Context: an optimization exercise on an open-source flow, tuned for small area. The choices shown serve that exercise and are no tape-out recipe.
The RTL was checked by simulation tests, not by an equivalence proof against the original design.
No activity file was given, so power comes from the tool's default toggle rates.

===== flow/run.sh =====
#!/bin/bash
# synth_recipe.tcl (not shown) runs the flow's synth.tcl, then flattens the netlist and writes it again
# the make line also repeats each setting of config.mk as NAME=value (left out here)
make -C /OpenROAD-flow-scripts/flow DESIGN_CONFIG=/design/flow/config.mk WORK_HOME=/design/flow/orfs CLKGATE_MAP_FILE= SYNTH_SCRIPT=/design/flow/synth_recipe.tcl finish

===== flow/config.mk =====
export PLATFORM = sky130hd
export DESIGN_NAME = ppm_core
export DESIGN_NICKNAME = ppm_core
export VERILOG_FILES = /design/flow/design.v
export SDC_FILE = /design/flow/constraint.sdc
export NUM_CORES = 4
export LEC_CHECK = 0
export CAP_MARGIN = 20
export CORE_MARGIN = 2
export CORE_UTILIZATION = 40
export PLACE_DENSITY = 0.6
export SLEW_MARGIN = 20

===== flow/constraint.sdc =====
create_clock -name core_clock -period 15.0 [get_ports {clk}]
set_input_delay 3.0000 -clock core_clock [delete_from_list [all_inputs] [get_ports {clk}]]
set_output_delay 3.0000 -clock core_clock [all_outputs]
set_load 0.01 [all_outputs]

===== flow/design.v =====
module ppm_core (
    input  wire        clk,
    input  wire        rst,           
    input  wire        op_valid,
    input  wire [63:0] op_word,
    output reg         rsp_valid,
    output reg  [1:0]  rsp_status,
    output reg  [31:0] rsp_data,
    output wire [1:0]  mode,          
    output wire [15:0] enc_reload,    
    output wire [31:0] err_count      
);
    localparam integer CAP              = 8;
    localparam integer CW               = 4;       
    localparam [15:0]  IN_MIN_CHANNEL   = 16'd750;
    localparam [15:0]  IN_MAX_CHANNEL   = 16'd2300;
    localparam [15:0]  IN_MIN_SYNC      = 16'd2301;
    localparam [30:0]  STALE_TIMEOUT    = 31'd200000;
    localparam [15:0]  JITTER           = 16'd600;
    localparam [7:0]   NOISY_MAX        = 8'd2;
    localparam [7:0]   SLOT_CEILING     = 8'd127;
    localparam [30:0]  SAT31_MAX        = 31'h7FFFFFFF;
    localparam [31:0]  SAT32_MAX        = 32'hFFFFFFFF;
    localparam [15:0]  OUT_FRAME_PERIOD = 16'd20000;
    localparam [15:0]  OUT_MIN_CHANNEL  = 16'd850;
    localparam [15:0]  OUT_MAX_CHANNEL  = 16'd2200;
    localparam [15:0]  OUT_SYNC_FLOOR   = 16'd2301;
    localparam [15:0]  OUT_INIT_RELOAD  = 16'd20000;
    localparam [1:0] M_UNINIT = 2'd0, M_DEC = 2'd1, M_ENC = 2'd2;
    localparam [1:0] S_OK = 2'd0, S_NOT_READY = 2'd1, S_OUT_OF_RANGE = 2'd2, S_NONE = 2'd3;
    localparam [3:0] OP_EVT = 4'h0, OP_INIT = 4'h1, OP_DEINIT = 4'h2, OP_NFA = 4'h3,
                     OP_CHW = 4'h4, OP_STAGE = 4'h5, OP_SWAP = 4'h6,
                     OP_LINK_TX = 4'h7, OP_LINK_RX = 4'h8;
    reg [1:0]          mode_q;
    reg [7:0]          sync_index_q;        
    reg [30:0]         acc_q;
    reg [30:0]         tslvf_q;
    reg [7:0]          prev_count_q;
    reg [7:0]          noisy_q;
    reg [31:0]         frame_count_q;
    reg [31:0]         error_count_q;
    reg [CAP*16-1:0]   raw_q;
    reg [CAP-1:0]      raw_valid_q;
    reg [CAP*16-1:0]   committed_q;
    reg [CW-1:0]       committed_count_q;
    reg                prev_cap_valid_q;
    reg [15:0]         prev_cap_q;
    reg [31:0]         last_reported_q;
    reg [7:0]          channel_index_q;     
    reg [15:0]         budget_q;
    reg [7:0]          channels_used_q;
    reg [CAP*16-1:0]   desired_q;
    reg [CAP*16-1:0]   stage_q;
    reg [15:0]         reload_q;
    reg [1:0]          mode_n;
    reg [7:0]          sync_index_n;
    reg [30:0]         acc_n;
    reg [30:0]         tslvf_n;
    reg [7:0]          prev_count_n;
    reg [7:0]          noisy_n;
    reg [31:0]         frame_count_n;
    reg [31:0]         error_count_n;
    reg [CAP*16-1:0]   raw_n;
    reg [CAP-1:0]      raw_valid_n;
    reg [CAP*16-1:0]   committed_n;
    reg [CW-1:0]       committed_count_n;
    reg                prev_cap_valid_n;
    reg [15:0]         prev_cap_n;
    reg [31:0]         last_reported_n;
    reg [7:0]          channel_index_n;
    reg [15:0]         budget_n;
    reg [7:0]          channels_used_n;
    reg [CAP*16-1:0]   desired_n;
    reg [CAP*16-1:0]   stage_n;
    reg [15:0]         reload_n;
    reg [1:0]          status_n;
    reg [31:0]         data_n;
    wire [3:0]  op       = op_word[63:60];
    wire        f_ovf    = op_word[59];
    wire        f_cpf    = op_word[58];
    wire [16:0] f_period = {1'b0, op_word[31:16]} + 17'd1;
    wire [15:0] f_val    = op_word[15:0];
    wire [1:0]  f_mode   = op_word[1:0];
    wire [7:0]  f_index8 = op_word[7:0];
    wire [7:0]  f_sindex = op_word[23:16];
    wire [15:0] f_svalue = op_word[15:0];
    reg reserved;
    always @(*) begin
        case (op)
            OP_EVT:     reserved = |op_word[57:32];
            OP_INIT:    reserved = (|op_word[59:2]) || (f_mode == 2'b00) || (f_mode == 2'b11);
            OP_DEINIT,
            OP_NFA,
            OP_LINK_TX: reserved = |op_word[59:0];
            OP_CHW,
            OP_SWAP:    reserved = |op_word[59:8];
            OP_STAGE:   reserved = |op_word[59:24];
            OP_LINK_RX: reserved = |op_word[59:16];
            default:    reserved = 1'b1;
        endcase
    end
    reg signed [18:0] t;            
    reg [16:0]        e;            
    reg [31:0]        sum;
    reg [7:0]         n;
    reg [2:0]         s;
    reg [15:0]        old_w;
    reg [15:0]        diff;
    reg [15:0]        w;
    reg [7:0]         na;
    always @(*) begin
        mode_n            = mode_q;
        sync_index_n      = sync_index_q;
        acc_n             = acc_q;
        tslvf_n           = tslvf_q;
        prev_count_n      = prev_count_q;
        noisy_n           = noisy_q;
        frame_count_n     = frame_count_q;
        error_count_n     = error_count_q;
        raw_n             = raw_q;
        raw_valid_n       = raw_valid_q;
        committed_n       = committed_q;
        committed_count_n = committed_count_q;
        prev_cap_valid_n  = prev_cap_valid_q;
        prev_cap_n        = prev_cap_q;
        last_reported_n   = last_reported_q;
        channel_index_n   = channel_index_q;
        budget_n          = budget_q;
        channels_used_n   = channels_used_q;
        desired_n         = desired_q;
        stage_n           = stage_q;
        reload_n          = reload_q;
        status_n          = S_OK;
        data_n            = 32'd0;
        t     = 19'sd0;
        e     = 17'd0;
        sum   = 32'd0;
        n     = 8'd0;
        s     = 3'd0;
        old_w = 16'd0;
        diff  = 16'd0;
        w     = 16'd0;
        na    = 8'd0;
        if (op_valid && !reserved) begin
            case (op)
            OP_EVT: begin
                if ((f_ovf || f_cpf) && mode_q == M_DEC) begin
                    if (f_ovf) begin
                        if (prev_cap_valid_q)
                            t = $signed({2'b0, f_period}) - $signed({3'b0, prev_cap_q});
                        else
                            t = $signed({2'b0, f_period});
                        if (f_cpf)
                            t = t + $signed({3'b0, f_val});
                    end else begin
                        if (prev_cap_valid_q)
                            t = $signed({3'b0, f_val}) - $signed({3'b0, prev_cap_q});
                        else
                            t = $signed({3'b0, f_val});
                    end
                    e = (t < 0) ? 17'd0 : t[16:0];
                    if (f_ovf)
                        prev_cap_valid_n = 1'b0;
                    if (f_cpf) begin
                        prev_cap_n       = f_val;
                        prev_cap_valid_n = 1'b1;
                    end
                    sum   = {1'b0, acc_q} + {15'd0, e};
                    acc_n = (sum > {1'b0, SAT31_MAX}) ? SAT31_MAX : sum[30:0];
                    sum   = {1'b0, tslvf_q} + {15'd0, e};
                    tslvf_n = (sum > {1'b0, SAT31_MAX}) ? SAT31_MAX : sum[30:0];
                    if (tslvf_n >= STALE_TIMEOUT && frame_count_q != 32'd0) begin
                        committed_n   = {CAP*16{1'b0}};
                        frame_count_n = 32'd0;
                        error_count_n = 32'd0;
                    end
                    if (sync_index_q[7] || acc_n > {15'd0, IN_MAX_CHANNEL}) begin
                        if (!sync_index_q[7]) begin
                            n = sync_index_q;
                            if (n != 8'd0) begin
                                if (frame_count_n != SAT32_MAX)
                                    frame_count_n = frame_count_n + 32'd1;
                                if (n == prev_count_q && noisy_q <= NOISY_MAX) begin
                                    committed_n       = raw_q;
                                    committed_count_n = (n > CAP) ? CAP[CW-1:0] : n[CW-1:0];
                                    tslvf_n           = 31'd0;
                                end else if ((prev_count_q != 8'd0 && n != prev_count_q) ||
                                             noisy_q > NOISY_MAX) begin
                                    if (error_count_n != SAT32_MAX)
                                        error_count_n = error_count_n + 32'd1;
                                end
                                prev_count_n = n;
                            end
                            sync_index_n = 8'hFF;
                        end
                        if (acc_n >= {15'd0, IN_MIN_SYNC}) begin
                            noisy_n      = 8'd0;
                            sync_index_n = 8'd0;
                            raw_valid_n  = {CAP{1'b0}};
                        end
                    end else if (f_cpf) begin
                        if (acc_n < {15'd0, IN_MIN_CHANNEL}) begin
                            sync_index_n = 8'hFF;
                            if (error_count_n != SAT32_MAX)
                                error_count_n = error_count_n + 32'd1;
                        end else begin
                            s = (sync_index_q > CAP - 1) ? CAP - 1 : sync_index_q[2:0];
                            old_w = raw_q[s*16 +: 16];
                            diff  = (acc_n[15:0] > old_w) ? acc_n[15:0] - old_w : old_w - acc_n[15:0];
                            if (raw_valid_q[s] && diff >= JITTER && noisy_q != 8'hFF)
                                noisy_n = noisy_q + 8'd1;
                            raw_n[s*16 +: 16] = acc_n[15:0];
                            raw_valid_n[s]    = 1'b1;
                            sync_index_n = (sync_index_q == SLOT_CEILING) ? SLOT_CEILING
                                                                          : sync_index_q + 8'd1;
                        end
                    end
                    if (f_cpf)
                        acc_n = 31'd0;
                end else if (f_ovf && mode_q == M_ENC) begin
                    na = (channels_used_q > CAP) ? CAP : channels_used_q;
                    if (channel_index_q[7]) begin
                        reload_n = (budget_q > OUT_SYNC_FLOOR) ? budget_q : OUT_SYNC_FLOOR;
                        budget_n = OUT_FRAME_PERIOD;
                        if (na != 8'd0)
                            channel_index_n = 8'd0;
                    end else begin
                        w = desired_q[channel_index_q[2:0]*16 +: 16];
                        if (w < OUT_MIN_CHANNEL) w = OUT_MIN_CHANNEL;
                        if (w > OUT_MAX_CHANNEL) w = OUT_MAX_CHANNEL;
                        reload_n = w;
                        budget_n = (budget_q > w) ? budget_q - w : 16'd0;
                        channel_index_n = channel_index_q + 8'd1;
                        if (channel_index_n >= na)
                            channel_index_n = 8'hFF;
                    end
                end
            end
            OP_INIT: begin
                mode_n = f_mode;
                if (f_mode == M_DEC) begin
                    sync_index_n      = 8'hFF;
                    acc_n             = 31'd0;
                    tslvf_n           = 31'd0;
                    prev_count_n      = 8'd0;
                    noisy_n           = 8'd0;
                    frame_count_n     = 32'd0;
                    error_count_n     = 32'd0;
                    raw_n             = {CAP*16{1'b0}};
                    raw_valid_n       = {CAP{1'b0}};
                    committed_n       = {CAP*16{1'b0}};
                    committed_count_n = {CW{1'b0}};
                    prev_cap_valid_n  = 1'b0;
                    prev_cap_n        = 16'd0;
                    last_reported_n   = 32'd0;
                end else begin
                    channel_index_n   = 8'hFF;
                    budget_n          = OUT_FRAME_PERIOD;
                    channels_used_n   = 8'd0;
                    desired_n         = {CAP*16{1'b0}};
                    stage_n           = {CAP*16{1'b0}};
                    reload_n          = OUT_INIT_RELOAD;
                end
            end
            OP_DEINIT: begin
                mode_n = M_UNINIT;
            end
            OP_NFA: begin
                if (mode_q == M_UNINIT)
                    status_n = S_NOT_READY;
                else if (mode_q == M_ENC)
                    status_n = S_OUT_OF_RANGE;
                else if (frame_count_q != last_reported_q) begin
                    last_reported_n = frame_count_q;
                    data_n          = frame_count_q;
                end
            end
            OP_CHW: begin
                if (mode_q == M_UNINIT)
                    status_n = S_NOT_READY;
                else if (mode_q == M_ENC)
                    status_n = S_OUT_OF_RANGE;
                else if (f_index8 >= CAP || f_index8 >= {{(8-CW){1'b0}}, committed_count_q})
                    status_n = S_OUT_OF_RANGE;
                else
                    data_n = {16'd0, committed_q[f_index8[2:0]*16 +: 16]};
            end
            OP_STAGE: begin
                if (mode_q == M_UNINIT)
                    status_n = S_NOT_READY;
                else if (mode_q == M_DEC)
                    status_n = S_OUT_OF_RANGE;
                else if (f_sindex >= CAP)
                    status_n = S_OUT_OF_RANGE;
                else
                    stage_n[f_sindex[2:0]*16 +: 16] = f_svalue;
            end
            OP_SWAP: begin
                if (mode_q == M_UNINIT)
                    status_n = S_NOT_READY;
                else if (mode_q == M_DEC)
                    status_n = S_OUT_OF_RANGE;
                else begin
                    desired_n       = stage_q;
                    channels_used_n = f_index8;
                end
            end
            OP_LINK_TX: status_n = S_NONE;
            OP_LINK_RX: data_n   = 32'd1;
            default: ;
            endcase
        end
    end
    always @(posedge clk) begin
        if (rst) begin
            mode_q            <= M_UNINIT;
            sync_index_q      <= 8'hFF;
            acc_q             <= 31'd0;
            tslvf_q           <= 31'd0;
            prev_count_q      <= 8'd0;
            noisy_q           <= 8'd0;
            frame_count_q     <= 32'd0;
            error_count_q     <= 32'd0;
            raw_q             <= {CAP*16{1'b0}};
            raw_valid_q       <= {CAP{1'b0}};
            committed_q       <= {CAP*16{1'b0}};
            committed_count_q <= {CW{1'b0}};
            prev_cap_valid_q  <= 1'b0;
            prev_cap_q        <= 16'd0;
            last_reported_q   <= 32'd0;
            channel_index_q   <= 8'hFF;
            budget_q          <= OUT_FRAME_PERIOD;
            channels_used_q   <= 8'd0;
            desired_q         <= {CAP*16{1'b0}};
            stage_q           <= {CAP*16{1'b0}};
            reload_q          <= OUT_INIT_RELOAD;
            rsp_valid         <= 1'b0;
            rsp_status        <= S_OK;
            rsp_data          <= 32'd0;
        end else begin
            mode_q            <= mode_n;
            sync_index_q      <= sync_index_n;
            acc_q             <= acc_n;
            tslvf_q           <= tslvf_n;
            prev_count_q      <= prev_count_n;
            noisy_q           <= noisy_n;
            frame_count_q     <= frame_count_n;
            error_count_q     <= error_count_n;
            raw_q             <= raw_n;
            raw_valid_q       <= raw_valid_n;
            committed_q       <= committed_n;
            committed_count_q <= committed_count_n;
            prev_cap_valid_q  <= prev_cap_valid_n;
            prev_cap_q        <= prev_cap_n;
            last_reported_q   <= last_reported_n;
            channel_index_q   <= channel_index_n;
            budget_q          <= budget_n;
            channels_used_q   <= channels_used_n;
            desired_q         <= desired_n;
            stage_q           <= stage_n;
            reload_q          <= reload_n;
            rsp_valid         <= op_valid;
            rsp_status        <= status_n;
            rsp_data          <= data_n;
        end
    end
    assign mode       = mode_q;
    assign enc_reload = reload_q;
    assign err_count  = error_count_q;
endmodule

==> run notes <==
## cell families after synthesis
kind of cell             after synthesis  share of synthesized area
XOR/XNOR                             144                     0.0281
buffers and inverters                576                     0.0532
other                                  1                  0.0000832
AO/OA/AOI/OAI                       1561                      0.244
flip-flops                           807                      0.358
adder cells (fa/ha/maj)              161                     0.0455
AND/OR/NAND/NOR                     1901                      0.205
multiplexers                         181                     0.0663
## sequential cells by signal, summed over array words and instances (netlist names), 16 cells and up
register and flops:
raw_q 128, frame_count_q 32, tslvf_q 31, stage_q 128
reload_q 16, committed_q 128, error_count_q 32, budget_q 16
acc_q 31, last_reported_q 32, desired_q 128, rsp_data 32
prev_cap_q 16
## through the flow
step	power [mW]	setup WS [ns]	TNS [ns]	hold slack, ns
3_3_place_gp	2.69	0.196	0	0.434
5_1_grt	5.18	0.0333	0	0.459
6_report	5.02	0.892	0	0.449
2_1_floorplan	2.53	0.769	0	0.426
3_5_place_dp	2.69	-0.0569	-0.0779	0.440
4_1_cts	5.04	0.598	0	0.448
## cell usage after synthesis (16+ instances only)
cell	n	area [µm²]
buf_4	21	158
nand2b_1	38	238
o21a_1	34	255
or2_2	26	163
buf_2	28	140
o2bb2ai_1	42	368
and3_1	75	469
or3_1	30	188
nor2_1	452	1700
a21oi_1	409	2050
a211oi_1	45	338
dfxtp_1	807	16200
o211ai_1	54	405
nand3_1	320	1600
o21ai_0	178	891
o31ai_1	18	135
nor3_1	84	420
nor2b_1	38	238
ha_1	151	1890
a31oi_1	39	244
or4_1	26	195
a22oi_1	187	1400
xnor2_1	97	850
buf_6	16	180
nor4_1	59	369
a31o_2	23	201
a22o_1	194	1700
nand2_1	510	1910
clkbuf_1	348	1310
buf_1	17	63.8
mux2_2	38	428
inv_1	139	522
mux4_2	90	2030
mux2i_1	51	510
xor2_1	46	403
and2_1	88	551
nand4_1	81	507
a21o_1	84	631
## layout make-up
cell class / count / area, µm² / share of cell area
multi-input combinational: 3956 / 26700 / 0.523
sequential: 807 / 16200 / 0.317
clock inverter: 46 / 683 / 0.0134
clock buffer: 116 / 2460 / 0.0482
timing repair buffer: 294 / 2620 / 0.0513
tap: 1500 / 1880 / 0.0368
inverter: 144 / 541 / 0.0106
## cells in the final DEF, fill, tap and decap left out, drive strengths merged, types with 41 or more instances in the layout
cell           netlist  layout
dfxtp              807     807
nand2              511     511
nor2               453     453
a21oi              421     421
nand3              323     323
a22o               194     194
o21ai              192     192
a22oi              188     188
ha                 151     151
buf                 82     149
clkdlybuf4s50        0     145
inv                142     144
clkbuf             350     116
xnor2               98      98
mux4                90      90
nor3                90      90
and2                89      89
a21o                85      85
nand4               83      83
and3                75      75
nor4                61      61
o211ai              55      55
mux2i               52      52
a211oi              50      50
xor2                46      46
o2bb2ai             42      42
a31oi               41      41
## worst max-delay path, delay by kind of cell
kind            cells  cell delay, ns
fa+ha+maj           5            1.61
compound gates     24            5.08
buf+inv             3            0.87
simple gates       16            3.66
xor+xnor            2            0.45
## metal layers
metal / vias to the layer above / GRT usage / share of wire
li1: 19600 / - / -
met1: 20300 / 0.353 / 0.45
met2: 1479 / 0.402 / 0.45
met3: 242 / 0.0344 / 0.068
met4: 2 / 0.0748 / 0.028
met5: - / 0 / 0.000086
## power breakdown
group	total (mW)	internal (mW)	switching [mW]
clock network	2.36	1.38	0.980
logic	0.513	0.175	0.338
registers	2.15	2.14	0.00282
## what timing repair did
action | in CTS | in global routing
buffers inserted | 0 | 4
setup endpoints to repair | 0 | 36
endpoints found under the hold margin | 0 | 0
resized for setup | 0 | 11
## worst paths after layout
| path | startpoint | end | slack [ns] | depth (start not counted) |
|---|---|---|---|---|
| max | op_word[16] | error_count_q[1] | 0.89 | 50 |
| min | desired_q[4] | desired_q[4] | 0.45 | 2 |
| max reg2reg | prev_cap_q[0] | error_count_q[1] | 3.75 | 48 |
| min reg2reg | desired_q[4] | desired_q[4] | 0.45 | 2 |
==> key figures <==
Run status
  • Status: timing/DRC/antenna clean

Run
  • Max-Cap Viols: 0

Critical path
  • Slowest library cell on the worst path: or4_1
  • Most frequent CP cell: a21o_1
  • WS Path Type: in -> reg
  • Crit path largest cell delay: 0.59 ns
  • Critical Path RT: approximately 16 ns
  • Critical Path Fanout Max: 10
  • Startpoint Class: primary input
  • Crit. End Element: flop
  • Crit path DAT: around 15 ns

Clock network
  • Clock edge transition at the registers on the reported setup and hold paths: 0.06 ns
  • Root Buffer: clkbuf_16
  • Clk buf depth: 3
  • CTS sink count: 807
  • Hold Buf Count CTS: 0
  • Htree depth: 3
  • Clock insertion delay at the later pin of the skew report: 0.70 ns
  • TritonCTS clock tree: built
  • Number of CTS-inserted buffers: 88

STA
  • Setup violations, final: 0
  • Rel. slew slack: 0.257
  • RSZ-0062 raised after global routing: no
  • Max Slew Vio Count: 0
  • Max Clock Skew: 0.0452 ns
  • Final Hold Fails: 0
  • Fin crit period: 14.11 ns
  • Peak Freq: ~71 MHz
  • Slew @ Worst Pin: 1.09 ns
  • Crit share post-route: 0.941

Power and ir drop
  • Maximum VDD drop: around 0.000084 V
  • Leak pwr: ~19 nW
  • PD cells: 98.3 mW/mm²

Global routing
  • Vias in the first global route: a little under 40000
  • First-pass GRT wire length: around 230000 µm
  • Antenna violations before repair: 1
  • Pin count of the biggest net entering global routing: 129
  • GRT overflow: 0
  • GRT Total Usage: 0.252

Logic synthesis
  • Cell Area, Synth: approximately 0.045 mm²
  • Share of the yosys chip area belonging to registers: 0.358
  • Commonest register cell after synthesis: dfxtp_1
  • Cells after Synth: between 5000 and 6000
  • Syn_area_per_cell: 8.45 µm²
  • Async set or reset register ratio after synthesis: 0
  • Syn. warnings: 1
  • Netlist cell types: 129
  • Register bit count reported by yosys: 807
  • Number of synthesized flops with an enable pin: 0

Layout
  • Final net count: 5515
  • Non-Filler Instances: 6863
  • Final Cell Area: 0.0510 mm²
  • Area grow syn2layout: 13.2%
  • Final core utilization: 0.455
  • Layout fillers: 11000
  • Layout cells sized above 1: 0.108
  • Number of antenna diodes: 0

Routing
  • Drt first pass iters: 8
  • Post-DR vias/cell: 6.07
  • WL final: 151000 µm
  • Iter 0 DRT Violations: 3779
  • Avg WL per Cell: 22.0 µm
  • Via count: ~42000
  • Post-route ant nets: 0
  • Drt drc: 0

Die
  • Die H: 340 µm
  • Chip Width: 340 µm
  • Num rows: 123
  • Initial Utilization: 0.402
  • Core area: about 0.11 mm²
  • I/O pin count: 152
  • Die Area: 0.115 mm²

Place
  • Gpl congestion: around 0.94
  • DP Area: around 0.048 mm²
  • Hpwl dp: 102000 µm
  • Cells after DPL: 6697
  • Port-buffer cells: 151

Min path
  • Hold Crit Class: reg -> reg

## separate check: timing with driven ports
The flow's constraints put no driver on any port. The routed layout listed below was extracted and timed again, unchanged, in two steps.
Step 1 assumes that a clkbuf_16 drives the clock port and a buf_2 every other input.
Step 2 moves the port delays by t, midway between the first and last clock arrival at a register: inputs arrive t later, outputs are due t later. That takes back most of the time a late clock gives input paths.
a / b / c = ideal / step 1 / step 2; a / b = the first two.
t (ns): 0.754
setup slack, ns: 0.892 / 0.942 / 0.188
worst register clock-pin slew, ns: 0.07 / 0.07
After both steps setup and hold are still met in this run. The setup slack of this run moves by +0.050 ns with the drivers and by -0.704 ns with both steps.
